This design comes from an exercise in tuning for small area and a short achievable clock period on the open sky130 flow, not from production work. In this exercise RTL edits were held to simulation tests only and were not proved equivalent to the original.

--- flow/run.sh ---
#!/bin/bash
# synth_recipe.tcl (not shown) runs the flow's synth.tcl, then flattens the netlist and writes it again
# the make line also repeats each setting of config.mk as NAME=value (left out here)
make -C /OpenROAD-flow-scripts/flow DESIGN_CONFIG=/design/flow/config.mk WORK_HOME=/design/flow/orfs CLKGATE_MAP_FILE= SYNTH_SCRIPT=/design/flow/synth_recipe.tcl finish
--- flow/constraint.sdc ---
create_clock -name core_clock -period 55.0 [get_ports {clk}]
set_input_delay 11.0000 -clock core_clock [delete_from_list [all_inputs] [get_ports {clk}]]
set_output_delay 11.0000 -clock core_clock [all_outputs]
set_load 0.01 [all_outputs]
--- flow/config.mk ---
export PLATFORM = sky130hd
export DESIGN_NAME = ppc_block
export DESIGN_NICKNAME = ppc_block
export VERILOG_FILES = /design/flow/design.v
export SDC_FILE = /design/flow/constraint.sdc
export NUM_CORES = 4
export LEC_CHECK = 0
export CAP_MARGIN = 20
export CORE_MARGIN = 2
export CORE_UTILIZATION = 40
export SLEW_MARGIN = 20
--- flow/design.v ---
module ppc_block (
    input  wire        clk,
    input  wire        rst,
    input  wire        tick,
    input  wire        sel,
    input  wire        we,
    input  wire [3:0]  addr,
    input  wire [31:0] wdata,
    input  wire [31:0] enc_pos,
    input  wire        enc_dir,
    input  wire [31:0] enc_vel,
    output wire [31:0] rdata,
    output wire        dir_o,
    output wire        pwm_out_en_o,
    output wire        pwm_gen_en_o,
    output wire [7:0]  duty_pct_o,
    output wire [31:0] pulse_o
);
    reg [31:0] sp_q;
    reg [4:0]  step_q;
    reg [31:0] pos_tick_q;
    reg [31:0] err_q;
    reg [7:0]  lnz_q;
    reg        pwm_en_q;
    reg [31:0] rej_val_q;
    reg        rej_vld_q;
    reg        ticked_q;
    reg        sat_hi_q;
    reg        wrap8_q;
    reg        step_rej_q;
    reg        acc_err_q;
    wire sps_1, spc_2, sps_3, spc_4, sps_5, spc_6, sps_7, spc_8, sps_9, spc_10, sps_11, spc_12, sps_13, spc_14, sps_15, spc_16, sps_17, spc_18, sps_19, spc_20, sps_21, spc_22, sps_23, spc_24, sps_25, spc_26, sps_27, spc_28, sps_29, spc_30, sps_31, spc_32, sps_33, spc_34, sps_35, spc_36, sps_37, spc_38, sps_39, spc_40, sps_41, spc_42, sps_43, spc_44, sps_45, spc_46, sps_47, spc_48, sps_49, spc_50, sps_51, spc_52, sps_53, spc_54, sps_55, spc_56, sps_57, spc_58, sps_59, spc_60, sps_61, spc_62, sps_63, spc_64, ep_65, ep_66, ep_67, ep_68, ep_69, ep_70, ep_71, ep_72, ep_73, ep_74, ep_75, ep_76, ep_77, ep_78, ep_79, ep_80, ep_81, ep_82, ep_83, ep_84, ep_85, ep_86, ep_87, ep_88, ep_89, ep_90, ep_91, ep_92, ep_93, ep_94, ep_95, ep_96, eg_97, eg_98, eg_99, eg_100, eg_101, eg_102, eg_103, eg_104, eg_105, eg_106, eg_107, eg_108, eg_109, eg_110, eg_111, eg_112, eg_113, eg_114, eg_115, eg_116, eg_117, eg_118, eg_119, eg_120, eg_121, eg_122, eg_123, eg_124, eg_125, eg_126, eg_127, eg_128, eg_129, eG_130, eP_131, eG_132, eP_133, eG_134, eP_135, eG_136, eP_137, eG_138, eP_139, eG_140, eP_141, eG_142, eP_143, eG_144, eP_145, eG_146, eP_147, eG_148, eP_149, eG_150, eP_151, eG_152, eP_153, eG_154, eP_155, eG_156, eP_157, eG_158, eP_159, eG_160, eP_161, eG_162, eP_163, eG_164, eP_165, eG_166, eP_167, eG_168, eP_169, eG_170, eP_171, eG_172, eP_173, eG_174, eP_175, eG_176, eP_177, eG_178, eP_179, eG_180, eP_181, eG_182, eP_183, eG_184, eP_185, eG_186, eP_187, eG_188, eP_189, eG_190, eP_191, eG_192, eP_193, eG_194, eP_195, eG_196, eP_197, eG_198, eP_199, eG_200, eP_201, eG_202, eP_203, eG_204, eP_205, eG_206, eP_207, eG_208, eP_209, eG_210, eP_211, eG_212, eP_213, eG_214, eP_215, eG_216, eP_217, eG_218, eP_219, eG_220, eP_221, eG_222, eP_223, eG_224, eP_225, eG_226, eP_227, eG_228, eP_229, eG_230, eP_231, eG_232, eP_233, eG_234, eP_235, eG_236, eP_237, eG_238, eP_239, eG_240, eP_241, eG_242, eP_243, es_244, es_245, es_246, es_247, es_248, es_249, es_250, es_251, es_252, es_253, es_254, es_255, es_256, es_257, es_258, es_259, es_260, es_261, es_262, es_263, es_264, es_265, es_266, es_267, es_268, es_269, es_270, es_271, es_272, es_273, es_274, es_275;
    assign sps_1 = sp_q[0] ^ step_q[0] ^ 1'b0;
    assign spc_2 = (sp_q[0] & step_q[0]) | (sp_q[0] & 1'b0) | (step_q[0] & 1'b0);
    assign sps_3 = sp_q[1] ^ step_q[1] ^ spc_2;
    assign spc_4 = (sp_q[1] & step_q[1]) | (sp_q[1] & spc_2) | (step_q[1] & spc_2);
    assign sps_5 = sp_q[2] ^ step_q[2] ^ spc_4;
    assign spc_6 = (sp_q[2] & step_q[2]) | (sp_q[2] & spc_4) | (step_q[2] & spc_4);
    assign sps_7 = sp_q[3] ^ step_q[3] ^ spc_6;
    assign spc_8 = (sp_q[3] & step_q[3]) | (sp_q[3] & spc_6) | (step_q[3] & spc_6);
    assign sps_9 = sp_q[4] ^ step_q[4] ^ spc_8;
    assign spc_10 = (sp_q[4] & step_q[4]) | (sp_q[4] & spc_8) | (step_q[4] & spc_8);
    assign sps_11 = sp_q[5] ^ step_q[4] ^ spc_10;
    assign spc_12 = (sp_q[5] & step_q[4]) | (sp_q[5] & spc_10) | (step_q[4] & spc_10);
    assign sps_13 = sp_q[6] ^ step_q[4] ^ spc_12;
    assign spc_14 = (sp_q[6] & step_q[4]) | (sp_q[6] & spc_12) | (step_q[4] & spc_12);
    assign sps_15 = sp_q[7] ^ step_q[4] ^ spc_14;
    assign spc_16 = (sp_q[7] & step_q[4]) | (sp_q[7] & spc_14) | (step_q[4] & spc_14);
    assign sps_17 = sp_q[8] ^ step_q[4] ^ spc_16;
    assign spc_18 = (sp_q[8] & step_q[4]) | (sp_q[8] & spc_16) | (step_q[4] & spc_16);
    assign sps_19 = sp_q[9] ^ step_q[4] ^ spc_18;
    assign spc_20 = (sp_q[9] & step_q[4]) | (sp_q[9] & spc_18) | (step_q[4] & spc_18);
    assign sps_21 = sp_q[10] ^ step_q[4] ^ spc_20;
    assign spc_22 = (sp_q[10] & step_q[4]) | (sp_q[10] & spc_20) | (step_q[4] & spc_20);
    assign sps_23 = sp_q[11] ^ step_q[4] ^ spc_22;
    assign spc_24 = (sp_q[11] & step_q[4]) | (sp_q[11] & spc_22) | (step_q[4] & spc_22);
    assign sps_25 = sp_q[12] ^ step_q[4] ^ spc_24;
    assign spc_26 = (sp_q[12] & step_q[4]) | (sp_q[12] & spc_24) | (step_q[4] & spc_24);
    assign sps_27 = sp_q[13] ^ step_q[4] ^ spc_26;
    assign spc_28 = (sp_q[13] & step_q[4]) | (sp_q[13] & spc_26) | (step_q[4] & spc_26);
    assign sps_29 = sp_q[14] ^ step_q[4] ^ spc_28;
    assign spc_30 = (sp_q[14] & step_q[4]) | (sp_q[14] & spc_28) | (step_q[4] & spc_28);
    assign sps_31 = sp_q[15] ^ step_q[4] ^ spc_30;
    assign spc_32 = (sp_q[15] & step_q[4]) | (sp_q[15] & spc_30) | (step_q[4] & spc_30);
    assign sps_33 = sp_q[16] ^ step_q[4] ^ spc_32;
    assign spc_34 = (sp_q[16] & step_q[4]) | (sp_q[16] & spc_32) | (step_q[4] & spc_32);
    assign sps_35 = sp_q[17] ^ step_q[4] ^ spc_34;
    assign spc_36 = (sp_q[17] & step_q[4]) | (sp_q[17] & spc_34) | (step_q[4] & spc_34);
    assign sps_37 = sp_q[18] ^ step_q[4] ^ spc_36;
    assign spc_38 = (sp_q[18] & step_q[4]) | (sp_q[18] & spc_36) | (step_q[4] & spc_36);
    assign sps_39 = sp_q[19] ^ step_q[4] ^ spc_38;
    assign spc_40 = (sp_q[19] & step_q[4]) | (sp_q[19] & spc_38) | (step_q[4] & spc_38);
    assign sps_41 = sp_q[20] ^ step_q[4] ^ spc_40;
    assign spc_42 = (sp_q[20] & step_q[4]) | (sp_q[20] & spc_40) | (step_q[4] & spc_40);
    assign sps_43 = sp_q[21] ^ step_q[4] ^ spc_42;
    assign spc_44 = (sp_q[21] & step_q[4]) | (sp_q[21] & spc_42) | (step_q[4] & spc_42);
    assign sps_45 = sp_q[22] ^ step_q[4] ^ spc_44;
    assign spc_46 = (sp_q[22] & step_q[4]) | (sp_q[22] & spc_44) | (step_q[4] & spc_44);
    assign sps_47 = sp_q[23] ^ step_q[4] ^ spc_46;
    assign spc_48 = (sp_q[23] & step_q[4]) | (sp_q[23] & spc_46) | (step_q[4] & spc_46);
    assign sps_49 = sp_q[24] ^ step_q[4] ^ spc_48;
    assign spc_50 = (sp_q[24] & step_q[4]) | (sp_q[24] & spc_48) | (step_q[4] & spc_48);
    assign sps_51 = sp_q[25] ^ step_q[4] ^ spc_50;
    assign spc_52 = (sp_q[25] & step_q[4]) | (sp_q[25] & spc_50) | (step_q[4] & spc_50);
    assign sps_53 = sp_q[26] ^ step_q[4] ^ spc_52;
    assign spc_54 = (sp_q[26] & step_q[4]) | (sp_q[26] & spc_52) | (step_q[4] & spc_52);
    assign sps_55 = sp_q[27] ^ step_q[4] ^ spc_54;
    assign spc_56 = (sp_q[27] & step_q[4]) | (sp_q[27] & spc_54) | (step_q[4] & spc_54);
    assign sps_57 = sp_q[28] ^ step_q[4] ^ spc_56;
    assign spc_58 = (sp_q[28] & step_q[4]) | (sp_q[28] & spc_56) | (step_q[4] & spc_56);
    assign sps_59 = sp_q[29] ^ step_q[4] ^ spc_58;
    assign spc_60 = (sp_q[29] & step_q[4]) | (sp_q[29] & spc_58) | (step_q[4] & spc_58);
    assign sps_61 = sp_q[30] ^ step_q[4] ^ spc_60;
    assign spc_62 = (sp_q[30] & step_q[4]) | (sp_q[30] & spc_60) | (step_q[4] & spc_60);
    assign sps_63 = sp_q[31] ^ step_q[4] ^ spc_62;
    assign spc_64 = (sp_q[31] & step_q[4]) | (sp_q[31] & spc_62) | (step_q[4] & spc_62);
    assign ep_65 = sps_1 ^ ~enc_pos[0];
    assign ep_66 = sps_3 ^ ~enc_pos[1];
    assign ep_67 = sps_5 ^ ~enc_pos[2];
    assign ep_68 = sps_7 ^ ~enc_pos[3];
    assign ep_69 = sps_9 ^ ~enc_pos[4];
    assign ep_70 = sps_11 ^ ~enc_pos[5];
    assign ep_71 = sps_13 ^ ~enc_pos[6];
    assign ep_72 = sps_15 ^ ~enc_pos[7];
    assign ep_73 = sps_17 ^ ~enc_pos[8];
    assign ep_74 = sps_19 ^ ~enc_pos[9];
    assign ep_75 = sps_21 ^ ~enc_pos[10];
    assign ep_76 = sps_23 ^ ~enc_pos[11];
    assign ep_77 = sps_25 ^ ~enc_pos[12];
    assign ep_78 = sps_27 ^ ~enc_pos[13];
    assign ep_79 = sps_29 ^ ~enc_pos[14];
    assign ep_80 = sps_31 ^ ~enc_pos[15];
    assign ep_81 = sps_33 ^ ~enc_pos[16];
    assign ep_82 = sps_35 ^ ~enc_pos[17];
    assign ep_83 = sps_37 ^ ~enc_pos[18];
    assign ep_84 = sps_39 ^ ~enc_pos[19];
    assign ep_85 = sps_41 ^ ~enc_pos[20];
    assign ep_86 = sps_43 ^ ~enc_pos[21];
    assign ep_87 = sps_45 ^ ~enc_pos[22];
    assign ep_88 = sps_47 ^ ~enc_pos[23];
    assign ep_89 = sps_49 ^ ~enc_pos[24];
    assign ep_90 = sps_51 ^ ~enc_pos[25];
    assign ep_91 = sps_53 ^ ~enc_pos[26];
    assign ep_92 = sps_55 ^ ~enc_pos[27];
    assign ep_93 = sps_57 ^ ~enc_pos[28];
    assign ep_94 = sps_59 ^ ~enc_pos[29];
    assign ep_95 = sps_61 ^ ~enc_pos[30];
    assign ep_96 = sps_63 ^ ~enc_pos[31];
    assign eg_97 = sps_1 & ~enc_pos[0];
    assign eg_98 = sps_3 & ~enc_pos[1];
    assign eg_99 = sps_5 & ~enc_pos[2];
    assign eg_100 = sps_7 & ~enc_pos[3];
    assign eg_101 = sps_9 & ~enc_pos[4];
    assign eg_102 = sps_11 & ~enc_pos[5];
    assign eg_103 = sps_13 & ~enc_pos[6];
    assign eg_104 = sps_15 & ~enc_pos[7];
    assign eg_105 = sps_17 & ~enc_pos[8];
    assign eg_106 = sps_19 & ~enc_pos[9];
    assign eg_107 = sps_21 & ~enc_pos[10];
    assign eg_108 = sps_23 & ~enc_pos[11];
    assign eg_109 = sps_25 & ~enc_pos[12];
    assign eg_110 = sps_27 & ~enc_pos[13];
    assign eg_111 = sps_29 & ~enc_pos[14];
    assign eg_112 = sps_31 & ~enc_pos[15];
    assign eg_113 = sps_33 & ~enc_pos[16];
    assign eg_114 = sps_35 & ~enc_pos[17];
    assign eg_115 = sps_37 & ~enc_pos[18];
    assign eg_116 = sps_39 & ~enc_pos[19];
    assign eg_117 = sps_41 & ~enc_pos[20];
    assign eg_118 = sps_43 & ~enc_pos[21];
    assign eg_119 = sps_45 & ~enc_pos[22];
    assign eg_120 = sps_47 & ~enc_pos[23];
    assign eg_121 = sps_49 & ~enc_pos[24];
    assign eg_122 = sps_51 & ~enc_pos[25];
    assign eg_123 = sps_53 & ~enc_pos[26];
    assign eg_124 = sps_55 & ~enc_pos[27];
    assign eg_125 = sps_57 & ~enc_pos[28];
    assign eg_126 = sps_59 & ~enc_pos[29];
    assign eg_127 = sps_61 & ~enc_pos[30];
    assign eg_128 = sps_63 & ~enc_pos[31];
    assign eg_129 = eg_97 | (ep_65 & 1'b1);
    assign eG_130 = eg_98 | (ep_66 & eg_129);
    assign eP_131 = ep_66 & ep_65;
    assign eG_132 = eg_100 | (ep_68 & eg_99);
    assign eP_133 = ep_68 & ep_67;
    assign eG_134 = eg_102 | (ep_70 & eg_101);
    assign eP_135 = ep_70 & ep_69;
    assign eG_136 = eg_104 | (ep_72 & eg_103);
    assign eP_137 = ep_72 & ep_71;
    assign eG_138 = eg_106 | (ep_74 & eg_105);
    assign eP_139 = ep_74 & ep_73;
    assign eG_140 = eg_108 | (ep_76 & eg_107);
    assign eP_141 = ep_76 & ep_75;
    assign eG_142 = eg_110 | (ep_78 & eg_109);
    assign eP_143 = ep_78 & ep_77;
    assign eG_144 = eg_112 | (ep_80 & eg_111);
    assign eP_145 = ep_80 & ep_79;
    assign eG_146 = eg_114 | (ep_82 & eg_113);
    assign eP_147 = ep_82 & ep_81;
    assign eG_148 = eg_116 | (ep_84 & eg_115);
    assign eP_149 = ep_84 & ep_83;
    assign eG_150 = eg_118 | (ep_86 & eg_117);
    assign eP_151 = ep_86 & ep_85;
    assign eG_152 = eg_120 | (ep_88 & eg_119);
    assign eP_153 = ep_88 & ep_87;
    assign eG_154 = eg_122 | (ep_90 & eg_121);
    assign eP_155 = ep_90 & ep_89;
    assign eG_156 = eg_124 | (ep_92 & eg_123);
    assign eP_157 = ep_92 & ep_91;
    assign eG_158 = eg_126 | (ep_94 & eg_125);
    assign eP_159 = ep_94 & ep_93;
    assign eG_160 = eg_128 | (ep_96 & eg_127);
    assign eP_161 = ep_96 & ep_95;
    assign eG_162 = eG_132 | (eP_133 & eG_130);
    assign eP_163 = eP_133 & eP_131;
    assign eG_164 = eG_136 | (eP_137 & eG_134);
    assign eP_165 = eP_137 & eP_135;
    assign eG_166 = eG_140 | (eP_141 & eG_138);
    assign eP_167 = eP_141 & eP_139;
    assign eG_168 = eG_144 | (eP_145 & eG_142);
    assign eP_169 = eP_145 & eP_143;
    assign eG_170 = eG_148 | (eP_149 & eG_146);
    assign eP_171 = eP_149 & eP_147;
    assign eG_172 = eG_152 | (eP_153 & eG_150);
    assign eP_173 = eP_153 & eP_151;
    assign eG_174 = eG_156 | (eP_157 & eG_154);
    assign eP_175 = eP_157 & eP_155;
    assign eG_176 = eG_160 | (eP_161 & eG_158);
    assign eP_177 = eP_161 & eP_159;
    assign eG_178 = eG_164 | (eP_165 & eG_162);
    assign eP_179 = eP_165 & eP_163;
    assign eG_180 = eG_168 | (eP_169 & eG_166);
    assign eP_181 = eP_169 & eP_167;
    assign eG_182 = eG_172 | (eP_173 & eG_170);
    assign eP_183 = eP_173 & eP_171;
    assign eG_184 = eG_176 | (eP_177 & eG_174);
    assign eP_185 = eP_177 & eP_175;
    assign eG_186 = eG_180 | (eP_181 & eG_178);
    assign eP_187 = eP_181 & eP_179;
    assign eG_188 = eG_184 | (eP_185 & eG_182);
    assign eP_189 = eP_185 & eP_183;
    assign eG_190 = eG_188 | (eP_189 & eG_186);
    assign eP_191 = eP_189 & eP_187;
    assign eG_192 = eG_182 | (eP_183 & eG_186);
    assign eP_193 = eP_183 & eP_187;
    assign eG_194 = eG_166 | (eP_167 & eG_178);
    assign eP_195 = eP_167 & eP_179;
    assign eG_196 = eG_170 | (eP_171 & eG_186);
    assign eP_197 = eP_171 & eP_187;
    assign eG_198 = eG_174 | (eP_175 & eG_192);
    assign eP_199 = eP_175 & eP_193;
    assign eG_200 = eG_134 | (eP_135 & eG_162);
    assign eP_201 = eP_135 & eP_163;
    assign eG_202 = eG_138 | (eP_139 & eG_178);
    assign eP_203 = eP_139 & eP_179;
    assign eG_204 = eG_142 | (eP_143 & eG_194);
    assign eP_205 = eP_143 & eP_195;
    assign eG_206 = eG_146 | (eP_147 & eG_186);
    assign eP_207 = eP_147 & eP_187;
    assign eG_208 = eG_150 | (eP_151 & eG_196);
    assign eP_209 = eP_151 & eP_197;
    assign eG_210 = eG_154 | (eP_155 & eG_192);
    assign eP_211 = eP_155 & eP_193;
    assign eG_212 = eG_158 | (eP_159 & eG_198);
    assign eP_213 = eP_159 & eP_199;
    assign eG_214 = eg_99 | (ep_67 & eG_130);
    assign eP_215 = ep_67 & eP_131;
    assign eG_216 = eg_101 | (ep_69 & eG_162);
    assign eP_217 = ep_69 & eP_163;
    assign eG_218 = eg_103 | (ep_71 & eG_200);
    assign eP_219 = ep_71 & eP_201;
    assign eG_220 = eg_105 | (ep_73 & eG_178);
    assign eP_221 = ep_73 & eP_179;
    assign eG_222 = eg_107 | (ep_75 & eG_202);
    assign eP_223 = ep_75 & eP_203;
    assign eG_224 = eg_109 | (ep_77 & eG_194);
    assign eP_225 = ep_77 & eP_195;
    assign eG_226 = eg_111 | (ep_79 & eG_204);
    assign eP_227 = ep_79 & eP_205;
    assign eG_228 = eg_113 | (ep_81 & eG_186);
    assign eP_229 = ep_81 & eP_187;
    assign eG_230 = eg_115 | (ep_83 & eG_206);
    assign eP_231 = ep_83 & eP_207;
    assign eG_232 = eg_117 | (ep_85 & eG_196);
    assign eP_233 = ep_85 & eP_197;
    assign eG_234 = eg_119 | (ep_87 & eG_208);
    assign eP_235 = ep_87 & eP_209;
    assign eG_236 = eg_121 | (ep_89 & eG_192);
    assign eP_237 = ep_89 & eP_193;
    assign eG_238 = eg_123 | (ep_91 & eG_210);
    assign eP_239 = ep_91 & eP_211;
    assign eG_240 = eg_125 | (ep_93 & eG_198);
    assign eP_241 = ep_93 & eP_199;
    assign eG_242 = eg_127 | (ep_95 & eG_212);
    assign eP_243 = ep_95 & eP_213;
    assign es_244 = ep_65 ^ 1'b1;
    assign es_245 = ep_66 ^ eg_129;
    assign es_246 = ep_67 ^ eG_130;
    assign es_247 = ep_68 ^ eG_214;
    assign es_248 = ep_69 ^ eG_162;
    assign es_249 = ep_70 ^ eG_216;
    assign es_250 = ep_71 ^ eG_200;
    assign es_251 = ep_72 ^ eG_218;
    assign es_252 = ep_73 ^ eG_178;
    assign es_253 = ep_74 ^ eG_220;
    assign es_254 = ep_75 ^ eG_202;
    assign es_255 = ep_76 ^ eG_222;
    assign es_256 = ep_77 ^ eG_194;
    assign es_257 = ep_78 ^ eG_224;
    assign es_258 = ep_79 ^ eG_204;
    assign es_259 = ep_80 ^ eG_226;
    assign es_260 = ep_81 ^ eG_186;
    assign es_261 = ep_82 ^ eG_228;
    assign es_262 = ep_83 ^ eG_206;
    assign es_263 = ep_84 ^ eG_230;
    assign es_264 = ep_85 ^ eG_196;
    assign es_265 = ep_86 ^ eG_232;
    assign es_266 = ep_87 ^ eG_208;
    assign es_267 = ep_88 ^ eG_234;
    assign es_268 = ep_89 ^ eG_192;
    assign es_269 = ep_90 ^ eG_236;
    assign es_270 = ep_91 ^ eG_210;
    assign es_271 = ep_92 ^ eG_238;
    assign es_272 = ep_93 ^ eG_198;
    assign es_273 = ep_94 ^ eG_240;
    assign es_274 = ep_95 ^ eG_212;
    assign es_275 = ep_96 ^ eG_242;
    wire [31:0] e = {es_275, es_274, es_273, es_272, es_271, es_270, es_269, es_268, es_267, es_266, es_265, es_264, es_263, es_262, es_261, es_260, es_259, es_258, es_257, es_256, es_255, es_254, es_253, es_252, es_251, es_250, es_249, es_248, es_247, es_246, es_245, es_244};
    wire [31:0] sp1 = {sps_63, sps_61, sps_59, sps_57, sps_55, sps_53, sps_51, sps_49, sps_47, sps_45, sps_43, sps_41, sps_39, sps_37, sps_35, sps_33, sps_31, sps_29, sps_27, sps_25, sps_23, sps_21, sps_19, sps_17, sps_15, sps_13, sps_11, sps_9, sps_7, sps_5, sps_3, sps_1};
    wire [28:0] m   = e[31:3];
    wire        s   = e[31];
    wire        snz = s & (|e[2:0]);
    wire sat_hi = s & ~(e[30] & (e[29] & (e[28] & (e[27] & (e[26] & (e[25] & (e[24] & (e[23] & (e[22] & (e[21] & (e[20] & (e[19] & (e[18] & (e[17] & (e[16] | (e[15] & (e[14] & (e[13] | (e[12] & (e[11] & (e[10] | (e[9] & (e[8] & (e[7] | (e[6] | (e[5] | (e[4] | e[3])))))))))))))))))))))))))));
    wire wrap8  = ~s & (e[30] | (e[29] | (e[28] | (e[27] | (e[26] | (e[25] | (e[24] | (e[23] | (e[22] | (e[21] | (e[20] | (e[19] & (e[18] | (e[17] | (e[16] & (e[15] & (e[14] & (e[13] | (e[12] & (e[11] | (e[10] & (e[9] & (e[8] & (e[7] & (e[6] | (e[5] | (e[4] | e[3])))))))))))))))))))))))))));
    wire cs_1, cc_2, cs_3, cc_4, cs_5, cc_6, cs_7, cc_8, cs_9, cc_10, cs_11, cc_12, cs_13, cc_14, cs_15, cc_16, cs_17, cc_18, cs_19, cc_20, cs_21, cc_22, cs_23, cc_24, cs_25, cc_26, cs_27, cc_28, cs_29, cc_30, cs_31, cc_32, cs_33, cc_34, cs_35, cc_36, cs_37, cc_38, cs_39, cc_40, cs_41, cc_42, cs_43, cc_44, cs_45, cc_46, cs_47, cc_48, cs_49, cc_50, cs_51, cc_52, cs_53, cc_54, cs_55, cc_56, cs_57, cc_58, cs_59, cc_60, cs_61, cc_62, cs_63, cc_64, cs_65, cc_66, cs_67, cc_68, cs_69, cc_70, cs_71, cc_72, cs_73, cc_74, cs_75, cc_76, cs_77, cc_78, cs_79, cc_80, cs_81, cc_82, cs_83, cc_84, cs_85, cc_86, cs_87, cc_88, cs_89, cc_90, cs_91, cc_92, cs_93, cc_94, cs_95, cc_96, cs_97, cc_98, cs_99, cc_100, cs_101, cc_102, cs_103, cc_104, cs_105, cc_106, cs_107, cc_108, cs_109, cc_110, cs_111, cc_112, cs_113, cc_114, cs_115, cc_116, cs_117, cc_118, cs_119, cc_120, cs_121, cc_122, cs_123, cc_124, srp_125, srp_126, srp_127, srp_128, srp_129, srp_130, srp_131, srp_132, srp_133, srp_134, srp_135, srp_136, srp_137, srg_138, srg_139, srg_140, srg_141, srg_142, srg_143, srg_144, srg_145, srg_146, srg_147, srg_148, srg_149, srg_150, srG_151, srP_152, srG_153, srP_154, srG_155, srP_156, srG_157, srP_158, srG_159, srP_160, srG_161, srP_162, srG_163, srP_164, srG_165, srP_166, srG_167, srP_168, srG_169, srP_170, srG_171, srP_172, srG_173, srP_174, srG_175, srP_176, srG_177, srP_178, srG_179, srP_180, srG_181, srP_182, srG_183, srP_184, srG_185, srP_186, srG_187, srP_188, srs_189, srs_190, srs_191, srs_192, srs_193, srs_194, srs_195, srs_196, srs_197, srs_198, srs_199, srs_200, srs_201;
    assign cs_1 = es_247 ^ es_259 ^ ~es_260;
    assign cc_2 = (es_247 & es_259) | (es_247 & ~es_260) | (es_259 & ~es_260);
    assign cs_3 = ~es_263 ^ ~es_264 ^ es_265;
    assign cc_4 = (~es_263 & ~es_264) | (~es_263 & es_265) | (~es_264 & es_265);
    assign cs_5 = es_266 ^ es_268 ^ es_269;
    assign cc_6 = (es_266 & es_268) | (es_266 & es_269) | (es_268 & es_269);
    assign cs_7 = es_272 ^ snz ^ cs_1;
    assign cc_8 = (es_272 & snz) | (es_272 & cs_1) | (snz & cs_1);
    assign cs_9 = cs_3 ^ cs_5 ^ cs_7;
    assign cc_10 = (cs_3 & cs_5) | (cs_3 & cs_7) | (cs_5 & cs_7);
    assign cs_11 = es_248 ^ ~es_257 ^ ~es_261;
    assign cc_12 = (es_248 & ~es_257) | (es_248 & ~es_261) | (~es_257 & ~es_261);
    assign cs_13 = es_267 ^ es_270 ^ es_273;
    assign cc_14 = (es_267 & es_270) | (es_267 & es_273) | (es_270 & es_273);
    assign cs_15 = cc_2 ^ cc_4 ^ cc_6;
    assign cc_16 = (cc_2 & cc_4) | (cc_2 & cc_6) | (cc_4 & cc_6);
    assign cs_17 = cs_11 ^ cs_13 ^ cc_8;
    assign cc_18 = (cs_11 & cs_13) | (cs_11 & cc_8) | (cs_13 & cc_8);
    assign cs_19 = cs_15 ^ cc_10 ^ cs_17;
    assign cc_20 = (cs_15 & cc_10) | (cs_15 & cs_17) | (cc_10 & cs_17);
    assign cs_21 = es_249 ^ ~es_258 ^ es_260;
    assign cc_22 = (es_249 & ~es_258) | (es_249 & es_260) | (~es_258 & es_260);
    assign cs_23 = ~es_262 ^ ~es_265 ^ es_268;
    assign cc_24 = (~es_262 & ~es_265) | (~es_262 & es_268) | (~es_265 & es_268);
    assign cs_25 = es_271 ^ es_274 ^ cc_12;
    assign cc_26 = (es_271 & es_274) | (es_271 & cc_12) | (es_274 & cc_12);
    assign cs_27 = cc_14 ^ cs_21 ^ cs_23;
    assign cc_28 = (cc_14 & cs_21) | (cc_14 & cs_23) | (cs_21 & cs_23);
    assign cs_29 = cc_16 ^ cs_25 ^ cs_27;
    assign cc_30 = (cc_16 & cs_25) | (cc_16 & cs_27) | (cs_25 & cs_27);
    assign cs_31 = cc_18 ^ cs_29 ^ cc_20;
    assign cc_32 = (cc_18 & cs_29) | (cc_18 & cc_20) | (cs_29 & cc_20);
    assign cs_33 = es_250 ^ es_259 ^ es_261;
    assign cc_34 = (es_250 & es_259) | (es_250 & es_261) | (es_259 & es_261);
    assign cs_35 = es_263 ^ es_266 ^ ~es_269;
    assign cc_36 = (es_263 & es_266) | (es_263 & ~es_269) | (es_266 & ~es_269);
    assign cs_37 = ~es_272 ^ es_275 ^ cc_22;
    assign cc_38 = (~es_272 & es_275) | (~es_272 & cc_22) | (es_275 & cc_22);
    assign cs_39 = cc_24 ^ cs_33 ^ cs_35;
    assign cc_40 = (cc_24 & cs_33) | (cc_24 & cs_35) | (cs_33 & cs_35);
    assign cs_41 = cc_26 ^ cc_28 ^ cs_37;
    assign cc_42 = (cc_26 & cc_28) | (cc_26 & cs_37) | (cc_28 & cs_37);
    assign cs_43 = cs_39 ^ cc_30 ^ cs_41;
    assign cc_44 = (cs_39 & cc_30) | (cs_39 & cs_41) | (cc_30 & cs_41);
    assign cs_45 = 1'b1 ^ es_251 ^ es_262;
    assign cc_46 = (1'b1 & es_251) | (1'b1 & es_262) | (es_251 & es_262);
    assign cs_47 = es_265 ^ es_267 ^ es_268;
    assign cc_48 = (es_265 & es_267) | (es_265 & es_268) | (es_267 & es_268);
    assign cs_49 = ~es_270 ^ ~es_273 ^ cc_34;
    assign cc_50 = (~es_270 & ~es_273) | (~es_270 & cc_34) | (~es_273 & cc_34);
    assign cs_51 = cc_36 ^ cs_45 ^ cs_47;
    assign cc_52 = (cc_36 & cs_45) | (cc_36 & cs_47) | (cs_45 & cs_47);
    assign cs_53 = cc_38 ^ cc_40 ^ cs_49;
    assign cc_54 = (cc_38 & cc_40) | (cc_38 & cs_49) | (cc_40 & cs_49);
    assign cs_55 = cs_51 ^ cc_42 ^ cs_53;
    assign cc_56 = (cs_51 & cc_42) | (cs_51 & cs_53) | (cc_42 & cs_53);
    assign cs_57 = 1'b1 ^ es_252 ^ es_257;
    assign cc_58 = (1'b1 & es_252) | (1'b1 & es_257) | (es_252 & es_257);
    assign cs_59 = ~es_259 ^ es_263 ^ es_266;
    assign cc_60 = (~es_259 & es_263) | (~es_259 & es_266) | (es_263 & es_266);
    assign cs_61 = ~es_271 ^ ~es_274 ^ es_275;
    assign cc_62 = (~es_271 & ~es_274) | (~es_271 & es_275) | (~es_274 & es_275);
    assign cs_63 = cc_46 ^ cc_48 ^ cs_57;
    assign cc_64 = (cc_46 & cc_48) | (cc_46 & cs_57) | (cc_48 & cs_57);
    assign cs_65 = cs_59 ^ cs_61 ^ cc_50;
    assign cc_66 = (cs_59 & cs_61) | (cs_59 & cc_50) | (cs_61 & cc_50);
    assign cs_67 = cc_52 ^ cs_63 ^ cc_54;
    assign cc_68 = (cc_52 & cs_63) | (cc_52 & cc_54) | (cs_63 & cc_54);
    assign cs_69 = cs_65 ^ cc_56 ^ cs_67;
    assign cc_70 = (cs_65 & cc_56) | (cs_65 & cs_67) | (cc_56 & cs_67);
    assign cs_71 = es_253 ^ es_258 ^ es_260;
    assign cc_72 = (es_253 & es_258) | (es_253 & es_260) | (es_258 & es_260);
    assign cs_73 = ~es_264 ^ es_267 ^ ~es_269;
    assign cc_74 = (~es_264 & es_267) | (~es_264 & ~es_269) | (es_267 & ~es_269);
    assign cs_75 = es_272 ^ cc_58 ^ cc_60;
    assign cc_76 = (es_272 & cc_58) | (es_272 & cc_60) | (cc_58 & cc_60);
    assign cs_77 = cc_62 ^ cs_71 ^ cs_73;
    assign cc_78 = (cc_62 & cs_71) | (cc_62 & cs_73) | (cs_71 & cs_73);
    assign cs_79 = cc_64 ^ cs_75 ^ cs_77;
    assign cc_80 = (cc_64 & cs_75) | (cc_64 & cs_77) | (cs_75 & cs_77);
    assign cs_81 = cc_66 ^ cs_79 ^ cc_68;
    assign cc_82 = (cc_66 & cs_79) | (cc_66 & cc_68) | (cs_79 & cc_68);
    assign cs_83 = 1'b1 ^ es_254 ^ es_261;
    assign cc_84 = (1'b1 & es_254) | (1'b1 & es_261) | (es_254 & es_261);
    assign cs_85 = ~es_263 ^ ~es_266 ^ ~es_270;
    assign cc_86 = (~es_263 & ~es_266) | (~es_263 & ~es_270) | (~es_266 & ~es_270);
    assign cs_87 = es_273 ^ es_275 ^ cc_72;
    assign cc_88 = (es_273 & es_275) | (es_273 & cc_72) | (es_275 & cc_72);
    assign cs_89 = cc_74 ^ cs_83 ^ cs_85;
    assign cc_90 = (cc_74 & cs_83) | (cc_74 & cs_85) | (cs_83 & cs_85);
    assign cs_91 = cc_76 ^ cc_78 ^ cs_87;
    assign cc_92 = (cc_76 & cc_78) | (cc_76 & cs_87) | (cc_78 & cs_87);
    assign cs_93 = cs_89 ^ cc_80 ^ cs_91;
    assign cc_94 = (cs_89 & cc_80) | (cs_89 & cs_91) | (cc_80 & cs_91);
    assign cs_95 = es_255 ^ ~es_257 ^ ~es_259;
    assign cc_96 = (es_255 & ~es_257) | (es_255 & ~es_259) | (~es_257 & ~es_259);
    assign cs_97 = es_262 ^ es_265 ^ ~es_267;
    assign cc_98 = (es_262 & es_265) | (es_262 & ~es_267) | (es_265 & ~es_267);
    assign cs_99 = es_268 ^ ~es_271 ^ es_274;
    assign cc_100 = (es_268 & ~es_271) | (es_268 & es_274) | (~es_271 & es_274);
    assign cs_101 = cc_84 ^ cc_86 ^ cs_95;
    assign cc_102 = (cc_84 & cc_86) | (cc_84 & cs_95) | (cc_86 & cs_95);
    assign cs_103 = cs_97 ^ cs_99 ^ cc_88;
    assign cc_104 = (cs_97 & cs_99) | (cs_97 & cc_88) | (cs_99 & cc_88);
    assign cs_105 = cc_90 ^ cs_101 ^ cc_92;
    assign cc_106 = (cc_90 & cs_101) | (cc_90 & cc_92) | (cs_101 & cc_92);
    assign cs_107 = cs_103 ^ cc_94 ^ cs_105;
    assign cc_108 = (cs_103 & cc_94) | (cs_103 & cs_105) | (cc_94 & cs_105);
    assign cs_109 = 1'b1 ^ es_256 ^ ~es_258;
    assign cc_110 = (1'b1 & es_256) | (1'b1 & ~es_258) | (es_256 & ~es_258);
    assign cs_111 = es_264 ^ cc_96 ^ cc_98;
    assign cc_112 = (es_264 & cc_96) | (es_264 & cc_98) | (cc_96 & cc_98);
    assign cs_113 = cc_100 ^ cs_109 ^ cc_102;
    assign cc_114 = (cc_100 & cs_109) | (cc_100 & cc_102) | (cs_109 & cc_102);
    assign cs_115 = cs_111 ^ cc_104 ^ cs_113;
    assign cc_116 = (cs_111 & cc_104) | (cs_111 & cs_113) | (cc_104 & cs_113);
    assign cs_117 = cc_106 ^ cs_115 ^ cc_108;
    assign cc_118 = (cc_106 & cs_115) | (cc_106 & cc_108) | (cs_115 & cc_108);
    assign cs_119 = 1'b1 ^ cc_110 ^ cc_112;
    assign cc_120 = (1'b1 & cc_110) | (1'b1 & cc_112) | (cc_110 & cc_112);
    assign cs_121 = cc_114 ^ cs_119 ^ cc_116;
    assign cc_122 = (cc_114 & cs_119) | (cc_114 & cc_116) | (cs_119 & cc_116);
    assign cs_123 = 1'b1 ^ cc_120 ^ cc_122;
    assign cc_124 = (1'b1 & cc_120) | (1'b1 & cc_122) | (cc_120 & cc_122);
    assign srp_125 = cs_9 ^ 1'b0;
    assign srp_126 = cs_19 ^ 1'b0;
    assign srp_127 = cs_31 ^ 1'b0;
    assign srp_128 = cc_32 ^ cs_43;
    assign srp_129 = cc_44 ^ cs_55;
    assign srp_130 = cs_69 ^ 1'b0;
    assign srp_131 = cc_70 ^ cs_81;
    assign srp_132 = cc_82 ^ cs_93;
    assign srp_133 = cs_107 ^ 1'b0;
    assign srp_134 = cs_117 ^ 1'b0;
    assign srp_135 = cc_118 ^ cs_121;
    assign srp_136 = cs_123 ^ 1'b0;
    assign srp_137 = 1'b1 ^ cc_124;
    assign srg_138 = cs_9 & 1'b0;
    assign srg_139 = cs_19 & 1'b0;
    assign srg_140 = cs_31 & 1'b0;
    assign srg_141 = cc_32 & cs_43;
    assign srg_142 = cc_44 & cs_55;
    assign srg_143 = cs_69 & 1'b0;
    assign srg_144 = cc_70 & cs_81;
    assign srg_145 = cc_82 & cs_93;
    assign srg_146 = cs_107 & 1'b0;
    assign srg_147 = cs_117 & 1'b0;
    assign srg_148 = cc_118 & cs_121;
    assign srg_149 = cs_123 & 1'b0;
    assign srg_150 = 1'b1 & cc_124;
    assign srG_151 = srg_139 | (srp_126 & srg_138);
    assign srP_152 = srp_126 & srp_125;
    assign srG_153 = srg_141 | (srp_128 & srg_140);
    assign srP_154 = srp_128 & srp_127;
    assign srG_155 = srg_143 | (srp_130 & srg_142);
    assign srP_156 = srp_130 & srp_129;
    assign srG_157 = srg_145 | (srp_132 & srg_144);
    assign srP_158 = srp_132 & srp_131;
    assign srG_159 = srg_147 | (srp_134 & srg_146);
    assign srP_160 = srp_134 & srp_133;
    assign srG_161 = srg_149 | (srp_136 & srg_148);
    assign srP_162 = srp_136 & srp_135;
    assign srG_163 = srG_153 | (srP_154 & srG_151);
    assign srP_164 = srP_154 & srP_152;
    assign srG_165 = srG_157 | (srP_158 & srG_155);
    assign srP_166 = srP_158 & srP_156;
    assign srG_167 = srG_161 | (srP_162 & srG_159);
    assign srP_168 = srP_162 & srP_160;
    assign srG_169 = srG_165 | (srP_166 & srG_163);
    assign srP_170 = srP_166 & srP_164;
    assign srG_171 = srG_167 | (srP_168 & srG_169);
    assign srP_172 = srP_168 & srP_170;
    assign srG_173 = srG_155 | (srP_156 & srG_163);
    assign srP_174 = srP_156 & srP_164;
    assign srG_175 = srG_159 | (srP_160 & srG_169);
    assign srP_176 = srP_160 & srP_170;
    assign srG_177 = srg_140 | (srp_127 & srG_151);
    assign srP_178 = srp_127 & srP_152;
    assign srG_179 = srg_142 | (srp_129 & srG_163);
    assign srP_180 = srp_129 & srP_164;
    assign srG_181 = srg_144 | (srp_131 & srG_173);
    assign srP_182 = srp_131 & srP_174;
    assign srG_183 = srg_146 | (srp_133 & srG_169);
    assign srP_184 = srp_133 & srP_170;
    assign srG_185 = srg_148 | (srp_135 & srG_175);
    assign srP_186 = srp_135 & srP_176;
    assign srG_187 = srg_150 | (srp_137 & srG_171);
    assign srP_188 = srp_137 & srP_172;
    assign srs_189 = srp_125 ^ 1'b0;
    assign srs_190 = srp_126 ^ srg_138;
    assign srs_191 = srp_127 ^ srG_151;
    assign srs_192 = srp_128 ^ srG_177;
    assign srs_193 = srp_129 ^ srG_163;
    assign srs_194 = srp_130 ^ srG_179;
    assign srs_195 = srp_131 ^ srG_173;
    assign srs_196 = srp_132 ^ srG_181;
    assign srs_197 = srp_133 ^ srG_169;
    assign srs_198 = srp_134 ^ srG_183;
    assign srs_199 = srp_135 ^ srG_175;
    assign srs_200 = srp_136 ^ srG_185;
    assign srs_201 = srp_137 ^ srG_171;
    wire [12:0] sr = {srs_201, srs_200, srs_199, srs_198, srs_197, srs_196, srs_195, srs_194, srs_193, srs_192, srs_191, srs_190, srs_189};
    wire t1 = (sr[12] | (sr[11] | (sr[10] | (sr[9] & (sr[8] | (sr[7] | (sr[6] & (sr[5] & (sr[4] & (sr[3] | (sr[2] | (sr[1] | sr[0]))))))))))));
    wire t2 = (sr[12] | (sr[11] | (sr[10] & (sr[9] | (sr[8] | (sr[7] & (sr[6] & (sr[5] & (sr[4] | (sr[3] | (sr[2] | sr[1])))))))))));
    wire t3 = (sr[12] | (sr[11] | (sr[10] & (sr[9] & (sr[8] & (sr[7] | (sr[6] & (sr[5] | (sr[4] & (sr[3] | (sr[2] | (sr[1] & sr[0]))))))))))));
    wire t4 = (sr[12] | (sr[11] & (sr[10] | (sr[9] | (sr[8] & (sr[7] & (sr[6] & (sr[5] | (sr[4] | (sr[3] | sr[2]))))))))));
    wire t5 = (sr[12] | (sr[11] & (sr[10] & (sr[9] | (sr[8] | (sr[7] | (sr[6] | (sr[5] & (sr[4] & (sr[3] | (sr[2] & (sr[1] | sr[0]))))))))))));
    wire t6 = (sr[12] | (sr[11] & (sr[10] & (sr[9] & (sr[8] | (sr[7] & (sr[6] | (sr[5] & (sr[4] | (sr[3] | (sr[2] & sr[1])))))))))));
    wire t7 = (sr[12] & (sr[11] | (sr[10] | (sr[9] | (sr[8] & (sr[7] | (sr[6] | (sr[5] | (sr[4] & (sr[3] | (sr[2] & (sr[1] & sr[0]))))))))))));
    wire [3:0] kq = {3'd0, t1} + {3'd0, t2} + {3'd0, t3} + {3'd0, t4} + {3'd0, t5} + {3'd0, t6} + {3'd0, t7};
    genvar i;
    wire [7:0] ua  = sr[7:0] - m[7:0] - {7'd0, snz};
    wire [7:0] ub  = ua + {ua[3:0], 4'd0} + {ua[0], 7'd0};
    wire [7:0] uq  = ub - {1'b0, {3{s}}, 4'd0} - {4'd0, kq};
    wire [7:0] u8  = sat_hi ? 8'd15 : uq;
    wire       u_nz = |u8;
    wire [7:0]  duty  = lnz_q[7] ? (8'd0 - lnz_q) : lnz_q;
    wire        dir   = ~lnz_q[7] & (|lnz_q);
    wire [10:0] p15   = {duty, 4'd0} - {4'd0, duty};        
    wire [32:0] vor;
    wire [31:0] vel_s;
    assign vor[0] = 1'b0;
    generate for (i = 0; i < 32; i = i + 1) begin : g_v
        assign vel_s[i] = enc_vel[i] ^ (~enc_dir & vor[i]);
        assign vor[i+1] = vor[i] | enc_vel[i];
    end endgenerate
    wire rd = sel & ~we & ~rst;
    wire a0  = rd & (addr == 4'h0);
    wire a1  = rd & (addr == 4'h1);
    wire a2  = rd & (addr == 4'h2) & ticked_q;
    wire a3  = rd & (addr == 4'h3);
    wire a4  = rd & (addr == 4'h4) & ticked_q;
    wire a5  = rd & (addr == 4'h5) & pwm_en_q;
    wire a6  = rd & (addr == 4'h6);
    wire a7  = rd & (addr == 4'h7);
    wire a8  = rd & (addr == 4'h8);
    wire a9  = rd & (addr == 4'h9) & rej_vld_q;
    wire a10 = rd & (addr == 4'hA);
    wire [31:0] status = {23'd0, 1'b0, acc_err_q, step_rej_q, wrap8_q,
                          sat_hi_q, duty > 8'd100, ticked_q, dir, pwm_en_q};
    assign rdata = ({32{a0}}  & {{27{step_q[4]}}, step_q})
                 | ({32{a1}}  & sp_q)
                 | ({32{a2}}  & pos_tick_q)
                 | ({32{a3}}  & enc_pos)
                 | ({32{a4}}  & err_q)
                 | ({32{a5}}  & {{24{lnz_q[7]}}, lnz_q})
                 | ({32{a6}}  & {24'd0, duty})
                 | ({32{a7}}  & {19'd0, p15, 2'd0})
                 | ({32{a8}}  & status)
                 | ({32{a9}}  & rej_val_q)
                 | ({32{a10}} & vel_s);
    wire step_ok = wdata[31] ? (&wdata[30:4] & (wdata[3:0] >= 4'd5))
                             : (~|wdata[30:4] & (wdata[3:0] <= 4'd11));
    always @(posedge clk) begin
        if (rst) begin
            sp_q     <= 32'd2000000000;
            lnz_q    <= 8'd0;
            pwm_en_q <= 1'b0;
            ticked_q <= 1'b0;
            sat_hi_q <= 1'b0;
            wrap8_q  <= 1'b0;
        end else begin
            if (tick) begin
                sp_q     <= sp1;
                ticked_q <= 1'b1;
                sat_hi_q <= sat_hi;
                wrap8_q  <= wrap8;
                pwm_en_q <= u_nz;
                if (u_nz) lnz_q <= u8;
            end
        end
    end
    always @(posedge clk) begin
        if (!rst && tick) begin
            pos_tick_q <= enc_pos;
            err_q      <= e;
        end
    end
    wire wr_step = ~rst & sel & we & (addr == 4'h0);
    always @(posedge clk) begin
        if (wr_step && !step_ok) rej_val_q <= wdata;
    end
    always @(posedge clk) begin
        if (rst) begin
            step_q     <= 5'd0;
            rej_vld_q  <= 1'b0;
            step_rej_q <= 1'b0;
            acc_err_q  <= 1'b0;
        end else if (sel) begin
            if (we) begin
                if (addr == 4'h0) begin
                    if (step_ok) begin
                        step_q <= wdata[4:0];
                    end else begin
                        step_rej_q <= 1'b1;
                        rej_vld_q  <= 1'b1;
                    end
                end else if (addr == 4'h8) begin
                    if (wdata[6]) step_rej_q <= 1'b0;
                    if (wdata[7]) acc_err_q  <= 1'b0;
                end else begin
                    acc_err_q <= 1'b1;
                end
            end else if (addr > 4'hA) begin
                acc_err_q <= 1'b1;
            end
        end
    end
    assign dir_o        = dir;
    assign pwm_out_en_o = pwm_en_q;
    assign pwm_gen_en_o = pwm_en_q;
    assign duty_pct_o   = duty;
    assign pulse_o      = {19'd0, p15, 2'd0};
endmodule
==> run notes <==
registers in the layout (all words and copies together), names as in the netlist:
signal,flops
step_rej_q,1
err_q,32
acc_err_q,1
wrap8_q,1
ticked_q,1
rej_val_q,32
rej_vld_q,1
step_q,5
pos_tick_q,32
pwm_en_q,1
sp_q,32
lnz_q,8
sat_hi_q,1
logic make-up after synthesis:
group           after synthesis  synth area share
xor+xnor                     88            0.0639
compound gates              273             0.156
buf+inv                     300            0.0976
other cells                   1          0.000292
simple gates                317             0.123
fa+ha+maj                   185             0.246
flops                       148             0.306
mux                           9           0.00702
cell usage after synthesis (4+ instances only):
master	n	area, um^2
buf_4	25	188
xor2_1	29	254
a222oi_1	33	330
edfxtp_1	96	2880
o211ai_1	20	150
xnor2_1	54	473
nor4_1	13	81.3
nor2b_1	10	62.6
o31ai_1	8	60.1
a22oi_1	9	67.6
buf_1	7	26.3
nand2b_1	22	138
a21o_1	13	97.6
clkbuf_1	36	135
a31oi_1	6	37.5
nand4_1	19	119
a211oi_1	26	195
o2111ai_1	4	35.0
or3_1	7	43.8
dfxtp_1	52	1040
nand2_1	71	267
and3_1	7	43.8
buf_6	4	45.0
o21ai_0	45	225
a211oi_2	4	50.1
a21oi_1	42	210
fa_1	113	2260
a221oi_1	25	219
and2_1	5	31.3
nor2_1	96	360
o21a_1	5	37.5
ha_1	72	901
mux2i_1	9	90.1
inv_1	224	841
nand3_1	21	105
nor3_1	25	125
routing by layer:
layer  vias up  wire (um)
met5         -          0
met1      5040      17000
met3        45       3160
li1       4850          -
met2       441      16900
met4         0        777
layout make-up:
class                   count  area (um^2)  area share
flip-flops and latches    148         3920       0.257
inverters                 225          845      0.0553
repair buffers            173         1690       0.110
multi-input cells         893         7760       0.508
well taps                 402          503      0.0329
clock inverters            13          124     0.00811
clock buffers              19          443      0.0290
through the flow:
stage | hold slack (ns) | instances
after global routing | 0.500 | 1873
after detailed placement | 0.465 | 1841
after global placement | 0.466 | 1841
final | 0.477 | 1873
after CTS | 0.479 | 1873
after floorplan | 0.439 | 1341
final timing paths:
check	start	end	slack (ns)	cells after the start
worst min register to register	rej_vld_q$_SDFFE_PP0P_	rej_vld_q$_SDFFE_PP0P_	0.48	2
worst max-delay path	sel	rdata[17]	29.14	10
worst max register to register	sp_q[0]$_SDFFE_PP0P_	lnz_q[5]$_SDFFE_PP0P_	32.04	73
worst min-delay path	rej_vld_q$_SDFFE_PP0P_	rej_vld_q$_SDFFE_PP0P_	0.48	2
critical path: stages:
cell	delay, ns
clkdlybuf4s50_1	0.53
or3b_1	0.40
or3_1	0.42
nor3_1	0.54
nand2_1	0.22
nand2_1	0.73
a221oi_1	0.09
and3_1	0.24
o21ai_0	0.08
clkdlybuf4s50_1	0.58
==> results.json <==
{
  "outcome": "no timing/DRC/antenna violations",
  "ys_seq_area_frac": 0.306,
  "ys_ff_latch": 148,
  "synth_ff_type": "edfxtp_1",
  "fmax_ghz": 0.0387,
  "drtAntennaViolNets": 0,
  "grtUsageMet2": 0.353,
  "grt_max_degree": 69,
  "clockBufferDepth": 2,
  "place_area_mm2": 0.0147,
  "worstPathArrival_ns": 14.86,
  "drv_cap": 0,
  "place_hpwl_um": 30200,
  "fin_util": 0.484,
  "clkLatencyLatePin_ns": 0.43,
  "fp.dieW_um": 183,
  "use_met3": 0.0355,
  "num_vias": 10400,
  "routedWlPerCell_um": 20.2,
  "h-tree-depth": 4,
  "final_area_mm2": 0.0153,
  "dieArea_mm2": 0.0336,
  "overflow": 0,
  "syn_area_mm2": 0.0128,
  "io_pins": 181,
  "cts_resized": 0,
  "min_path_type": "flip-flop to flip-flop",
  "post-cts-setup-buffers": 0,
  "initial_utilization": 0.407,
  "drive_gt1_frac": 0.0503,
  "grt_pass1_vias": 10300,
  "first_pass_iters": 6,
  "n_antenna_cell": 0,
  "hold_violations": 0,
  "avgViaCountPerCell": 5.54,
  "clk_pin_slew_ns": 0.07,
  "top_usage_layer": "met2",
  "cp_max_fo": 25,
  "crit_path_start_kind": "primary input",
  "final_cell_mix": "inv_1, clkdlybuf4s50_1, fa_1, edfxtp_1, nor2_1",
  "finalWorstSetupSlack_ns": 29.14,
  "nets": 1749,
  "met1_usage": 0.336,
  "gp_congestion": 0.877,
  "syn_area_per_cell_um2": 9.72,
  "rsz0062_at_grt": "no",
  "rows": 65,
  "antenna_found_initial": 0,
  "layout_commonest_cell": "inv_1",
  "clock_sinks": 148,
  "drc": 0,
  "global_route.usage.total": 0.230,
  "area_delta_synth_final_pct": 19.0,
  "skew_ns": 0.0113,
  "holdBufCountCts": 0,
  "grt_first_pass_wirelength_um": 59100,
  "routed_wl_um": 37900,
  "critPathKind": "primary input to output port",
  "slew-limit-headroom": 0.310,
  "dpl_worst_slack_ns": 29.19,
  "fin_crit_sh": 0.470,
  "coreArea_mm2": 0.0316,
  "die_y_um": 183,
  "dr.first_iter.drc_count": 1027,
  "numCtsBuffers": 17,
  "synth_edf_count": 96,
  "setup_viol": 0,
  "nFillCells": 2949,
  "cts_tree": "built",
  "report.final.slew_viol_count": 0,
  "worst_slew_pin_slew_ns": 1.02,
  "synth-async-reset-ratio": 0,
  "ys_types": 76,
  "crit_path_end_kind": "output port",
  "yosysWarnings": 1,
  "io_buffers": 159,
  "setup_tns_ns": 0,
  "period_needed_ns": 25.86,
  "syn_inst": 1321,
  "cts_root_buffer": "clkbuf_16",
  "cp.required_ns": 44.00
}

==> port drivers added, routing unchanged <==
Ports are ideal in the flow. The routed layout listed here was re-timed in OpenROAD. Step 1: set_driving_cell puts a clkbuf_16 on clk and a buf_2 on each other input, an assumption about the parent block. Step 2 moves the port delays by t, midway between the first and last clock arrival at a register: inputs arrive t later, outputs are due t later. That takes back most of the time a late clock gives input paths. Three values: ideal ports, drivers, drivers and shift; two values: the first two.
t, ns: 0.464
slack for setup (ns): 29.144 / 29.097 / 29.097
worst hold slack (ns): 0.477 / 0.477 / 0.477
After both steps this run still meets setup and hold. For this run, drivers alone change the setup slack by -0.047 ns; drivers and shift together by -0.047 ns.
